Background: an optimization exercise with open tools, aiming at small area, a short achievable clock period and few clock cycles per item. Do not read the settings as production practice. RTL that was checked went through simulation tests only; none was proved equivalent to the original.

## the baseline
## fpdiv
module fpdiv (
    input  wire        clk,
    input  wire        rst,           
    input  wire        in_valid,
    output wire        in_ready,
    input  wire [31:0] in_a,          
    input  wire [31:0] in_b,          
    output reg         out_valid,
    output reg  [31:0] out_result
);
    localparam integer NS = 13;       
    reg        rdy_q;                 
    reg        busy_o;                
    reg        v0;
    reg        s0;                    
    reg  [7:0] ea0, eb0;
    reg [23:0] ma0, mb0;              
    reg        az0, bz0;              
    reg signed [5:0] c0;              
    assign in_ready = ~busy_o;
    wire in_az = (in_a[30:0] == 31'd0);
    wire in_bz = (in_b[30:0] == 31'd0);
    wire in_ha = (in_a[30:23] != 8'd0);
    wire in_hb = (in_b[30:23] != 8'd0);
    wire need_a = ~ma0[23] & ~az0;
    wire need_b = ~mb0[23] & ~bz0;
    always @(posedge clk) begin
        if (rdy_q) begin
            s0  <= in_a[31] ^ in_b[31];
            ea0 <= in_a[30:23];
            eb0 <= in_b[30:23];
            ma0 <= {in_ha, in_a[22:0]};
            mb0 <= {in_hb, in_b[22:0]};
            az0 <= in_az;
            bz0 <= in_bz;
            c0  <= 6'sd0;
        end else begin
  ...
For scale: ~6100 cells after synthesis, about 100 I/O pins, about 0.064 sq mm of cells after synthesis.
clock: 10.0 ns
lec_check: 0
cap_margin: 20
core_margin: 2
core_utilization: 40
slew_margin: 20
standard.sh (not shown) runs the stock make flow with config.mk's settings and CLKGATE_MAP_FILE= SYNTH_SCRIPT=/design/flow/synth_recipe.tcl, a recipe that flattens the netlist after the stock synthesis.
==> flow/flow/run.sh <==
#!/bin/bash
# The standard layout, with the full adders left to abc (yosys's full-adder
# extraction, ADDER_MAP_FILE, is turned off) and timing repair aimed at a
# setup margin of 6.45 ns. All output goes to standard_flow.log here; ORFS
# keeps each step's own log under orfs/logs.
set -euo pipefail
bash standard.sh ADDER_MAP_FILE= SETUP_SLACK_MARGIN=6.45 TNS_END_PERCENT=100 finish > standard_flow.log 2>&1
The baseline | status: complete | timing, DRC, antenna: pass
Testbench counts of the baseline, summed over its fixed seeds: cycles 8,136, items 8,000.
## Diff of input files: the candidate against the baseline
-- flow/design.v --
<<< the baseline, line 131
            wire        n1  = t0[7] & ~tn[7];
            wire        n2  = tn[7];
            wire [29:0] y  = {({28{p1}} & ~d1[29:2]) | ({28{p2}} & ~d2[29:2]) |
                              ({28{n1}} &  d1[29:2]) | ({28{n2}} &  d2[29:2]), 2'b00};
            wire [29:0] a4 = {ws, 2'b00};
            wire [29:0] c4 = {wc, 2'b00};
>>> the candidate, line 131
            wire        n1  = t0[7] & ~tn[7];
            wire        n2  = tn[7];
            wire        one = p1 | n1;
            wire        two = p2 | n2;
            wire        pos = p1 | p2;
            wire [29:0] y  = {(({28{one}} & d1[29:2]) | ({28{two}} & d2[29:2])) ^ {28{pos}}, 2'b00};
            wire [29:0] a4 = {ws, 2'b00};
            wire [29:0] c4 = {wc, 2'b00};
Starting density of the core delta (the candidate -> the baseline): insignificant. The maximum achievable frequency of the candidate falls short of that of the baseline by 1.4%. The candidate vs the baseline: synthesized cell count down by a little under 10%. [the candidate] wire length of the first global-routing pass fell about 13% relative to the baseline. Measured against each other, the baseline and the candidate differ in worst setup slack after layout, the lower figure coming from the candidate. Via count of the first global-routing pass (the candidate / the baseline): 0.918. Worst clock skew on the final layout (higher): the candidate. Utilization after layout was higher in the run labelled the candidate. Taking the candidate as 1.0, the baseline lands at 1.05 on synthesized area. Part of the cycle the worst path needs for the candidate is higher than for the baseline. Initial antenna violation count for the candidate is lower than for the baseline. Re sequential cell count: no difference whatsoever between the candidate and the baseline.
The RTL of the candidate was laid out without a check of its function.


Another version of the RTL of fpdiv (not shown whole).
Size in the first run: roughly 7900 cells after synthesis, ~1900 flip-flops, about 100 I/O pins, ~79000 um2 of cells after synthesis.
==> module fpdiv, before the edit <==
module fpdiv #(
    parameter integer K = 1             
) (
    input  wire        clk,
    input  wire        rst,           
    input  wire        in_valid,
    output wire        in_ready,
    input  wire [31:0] in_a,          
    input  wire [31:0] in_b,          
    output reg         out_valid,
    output reg  [31:0] out_result
);
    localparam integer NS = 24 / K;   
    localparam [1:0] C_FIN  = 2'd0;
    localparam [1:0] C_ZERO = 2'd1;
    localparam [1:0] C_INF  = 2'd2;
    localparam [1:0] C_NAN  = 2'd3;
    reg        rdy_q;                 
    reg        v0;
    reg        s0;                    
    reg  [7:0] ea0, eb0;
    reg [23:0] ma0, mb0;              
    reg        az0, bz0;              
    reg signed [5:0] c0;              
    assign in_ready = rdy_q;
    wire in_az = (in_a[30:0] == 31'd0);
    wire in_bz = (in_b[30:0] == 31'd0);
    wire in_ha = (in_a[30:23] != 8'd0);
    wire in_hb = (in_b[30:23] != 8'd0);
    wire need_a = ~ma0[23] & ~az0;
    wire need_b = ~mb0[23] & ~bz0;
    always @(posedge clk) begin
        if (rdy_q) begin
            s0  <= in_a[31] ^ in_b[31];
            ea0 <= in_a[30:23];
            eb0 <= in_b[30:23];
            ma0 <= {in_ha, in_a[22:0]};
            mb0 <= {in_hb, in_b[22:0]};
            az0 <= in_az;
            bz0 <= in_bz;
            c0  <= 6'sd0;
        end else begin
            if (need_a) ma0 <= {ma0[22:0], 1'b0};
            if (need_b) mb0 <= {mb0[22:0], 1'b0};
            c0 <= c0 + (need_b ? 6'sd1 : 6'sd0) - (need_a ? 6'sd1 : 6'sd0);
        end
    end
    always @(posedge clk) begin
        if (rst) begin
            rdy_q <= 1'b1;
            v0    <= 1'b0;
        end else if (rdy_q) begin
            v0    <= in_valid;
            rdy_q <= ~in_valid | (in_ha | in_az) & (in_hb | in_bz);
        end else begin
            rdy_q <= ~(need_a & ~ma0[22]) & ~(need_b & ~mb0[22]);
        end
    end
    wire v0_go = v0 & rdy_q;
    wire a_nan = (ea0 == 8'hFF) & (ma0[22:0] != 23'd0);
    wire b_nan = (eb0 == 8'hFF) & (mb0[22:0] != 23'd0);
    wire a_inf = (ea0 == 8'hFF) & (ma0[22:0] == 23'd0);
    wire b_inf = (eb0 == 8'hFF) & (mb0[22:0] == 23'd0);
    wire [24:0] d_1 = {1'b0, ma0} - {1'b0, mb0};           
    wire [24:0] d_2 = {ma0, 1'b0} - {1'b0, mb0};           
    wire        a_lt_b = d_1[24];
    wire [23:0] r1 = a_lt_b ? d_2[23:0] : d_1[23:0];
    wire signed [9:0] xa = (ea0 == 8'd0) ? 10'sd1 : $signed({2'b00, ea0});
    wire signed [9:0] xb = (eb0 == 8'd0) ? 10'sd1 : $signed({2'b00, eb0});
    wire signed [9:0] e_hi = xa - xb + {{4{c0[5]}}, c0} + 10'sd127;
    wire signed [9:0] e_lo = e_hi - 10'sd1;
    wire signed [9:0] e1 = a_lt_b ? e_lo : e_hi;
    wire e_ovf = a_lt_b ? (e_lo > 10'sd254) : (e_hi > 10'sd254);
    wire e_unf = a_lt_b ? (e_lo < -10'sd23) : (e_hi < -10'sd23);
    reg [1:0] cls1;
    always @(*) begin
        if (a_nan | b_nan | (a_inf & b_inf) | (az0 & bz0)) cls1 = C_NAN;
        else if (a_inf | bz0)                               cls1 = C_INF;
        else if (b_inf | az0)                               cls1 = C_ZERO;
        else if (e_ovf)                                     cls1 = C_INF;
        else if (e_unf)                                     cls1 = C_ZERO;
        else                                                cls1 = C_FIN;
    end
    localparam integer NP = NS + 2;
    reg [NP-1:0]      v_p;
    reg [NP-1:0]      s_p;
    reg [2*NP-1:0]    c_p;
    reg [9*NP-1:0]    e_p;
    reg [23*NP-1:0]   b_p;
    reg [24*NP-1:0]   r_p;
    reg [24*NP-1:0]   q_p;
    wire [24*NP-1:0] r_n;
    wire [K*NP-1:0]  q_n;
    genvar g;
    generate
        for (g = 1; g <= NS; g = g + 1) begin : st
            reg [23:0]    r;
            reg [K-1:0]   qb;
            reg [25:0]    t;
            integer       i;
            always @(*) begin
                r = r_p[24*g +: 24];
                for (i = 0; i < K; i = i + 1) begin
                    t = {1'b0, r, 1'b0} - {2'b01, b_p[23*g +: 23]};
                    qb[K-1-i] = ~t[25];
                    r = t[25] ? {r[22:0], 1'b0} : t[23:0];
                end
            end
            assign r_n[24*g +: 24] = r;
            assign q_n[K*g +: K]   = qb;
        end
    endgenerate
    integer n;
    always @(posedge clk) begin
        if (rst) v_p <= {NP{1'b0}};
        else     v_p <= {v_p[NP-2:1], v0_go, 1'b0};
        s_p[1]        <= s0;
        c_p[2 +: 2]   <= cls1;
        e_p[9 +: 9]   <= e1[8:0];
        b_p[23 +: 23] <= mb0[22:0];
        r_p[24 +: 24] <= r1;
        q_p[24 +: 24] <= 24'd0;
        for (n = 1; n <= NS; n = n + 1) begin
            s_p[n+1]             <= s_p[n];
            c_p[2*(n+1) +: 2]    <= c_p[2*n +: 2];
            e_p[9*(n+1) +: 9]    <= e_p[9*n +: 9];
            b_p[23*(n+1) +: 23]  <= b_p[23*n +: 23];
            r_p[24*(n+1) +: 24]  <= r_n[24*n +: 24];
            q_p[24*(n+1) +: 24]  <= {q_p[24*n +: 24-K], q_n[K*n +: K]};
        end
    end
    wire        vf  = v_p[NS+1];
    wire        sf  = s_p[NS+1];
    wire [1:0]  cf  = c_p[2*(NS+1) +: 2];
    wire signed [8:0] ef = e_p[9*(NS+1) +: 9];
    wire [23:0] qf  = q_p[24*(NS+1) +: 24];    
    wire        stk0 = (r_p[24*(NS+1) +: 24] != 24'd0);
    wire        subn = (ef < 9'sd1);
    wire [4:0]  sh   = subn ? (5'd1 - ef[4:0]) : 5'd0;    
    wire [24:0] x    = {1'b1, qf};
    wire [49:0] xs   = {x, 25'd0} >> sh;
    wire [23:0] m    = xs[49:26];
    wire        gb   = xs[25];
    wire        stk  = stk0 | (xs[24:0] != 25'd0);
    wire        rnd  = gb & (stk | m[0]);
    wire [7:0]  ef8  = subn ? 8'd0 : ef[7:0];
    wire [30:0] pk   = {ef8, m[22:0]} + {30'd0, rnd};
    reg  [31:0] res;
    always @(*) begin
        case (cf)
            C_FIN:   res = {sf, pk};
            C_ZERO:  res = {sf, 31'd0};
            C_INF:   res = {sf, 8'hFF, 23'd0};
            default: res = 32'h7FC00000;
        endcase
    end
    always @(posedge clk) begin
        if (rst) out_valid <= 1'b0;
        else     out_valid <= vf;
        out_result <= res;
    end
endmodule
==> flow/config.mk <==
export PLATFORM = sky130hd
export DESIGN_NAME = fpdiv
export DESIGN_NICKNAME = fpdiv
export VERILOG_FILES = /design/flow/design.v
export SDC_FILE = /design/flow/constraint.sdc
export NUM_CORES = 4
export LEC_CHECK = 0
export CAP_MARGIN = 20
export CORE_MARGIN = 2
export CORE_UTILIZATION = 40
export SLEW_MARGIN = 20
==> flow/constraint.sdc <==
create_clock -name core_clock -period 10.0 [get_ports {clk}]
set_input_delay 2.0000 -clock core_clock [delete_from_list [all_inputs] [get_ports {clk}]]
set_output_delay 2.0000 -clock core_clock [all_outputs]
set_load 0.01 [all_outputs]
run.sh (not shown) runs the stock make flow with config.mk's settings and CLKGATE_MAP_FILE= SYNTH_SCRIPT=/design/flow/synth_recipe.tcl, a recipe that flattens the netlist after the stock synthesis.
Stock flow here: none of the scripts above is used.
Then changed:
--- a/flow/design.v
+++ b/flow/design.v
@@ -1,5 +1,5 @@
 module fpdiv #(
-    parameter integer K = 1             
+    parameter integer K = 3             
 ) (
     input  wire        clk,
     input  wire        rst,           
Final area went down by 33%.
Core utilization fell by 0.70 points.
Clock-buffer cell count shrinks by 159.
Routed wire length came out lower by 17%.
Non-clock buffer count grows by 56.
First-iteration DRC count fell by 13%.
Setup slack got worse by 3.9 ns.
Sequential share of layout area goes down by 17 points.
Die area goes down by 31%.
No run of this note included a check of the RTL's function; only the layout flow was run.

==> re-timing with driven ports <==
In the flow no input, the clock included, has a driving cell. The finished layouts below were timed again as built, in two steps.
Step 1 sets driving cells, clkbuf_16 on the clock port and buf_2 on the other inputs (assumed; they add their load-dependent delay and slew).
Step 2 adds t to the input delays and takes it off the output delays; t is the mean of the earliest and latest rising clock arrival at the registers after step 1. Input paths then give back, and output paths get back, about the clock's delay inside the block.
Three values: ideal ports, drivers, drivers and shift; two values: the first two.
| run | t (ns) | setup slack, ns | hold WS [ns] | latest minus earliest clock arrival (ns) |
|---|---|---|---|---|
| the baseline | 0.843 | 6.512 / 6.493 / 6.118 | 0.312 / 0.312 / 0.312 | 0.055 / 0.055 |
| the candidate | 0.846 | 6.462 / 6.462 / 5.913 | 0.299 / 0.299 / 0.299 | 0.060 / 0.060 |
| the first run of note 2 | 0.898 | 4.505 / 4.505 / 4.505 | 0.300 / 0.300 / 0.300 | 0.057 / 0.058 |
| the second run of note 2 | 0.754 | 0.575 / 0.575 / 0.575 | 0.307 / 0.307 / 0.307 | 0.039 / 0.039 |
After both steps setup and hold are still met in every run listed. For the candidate, which loses most, drivers alone change the setup slack by 0.000 ns; drivers and shift together by -0.549 ns.
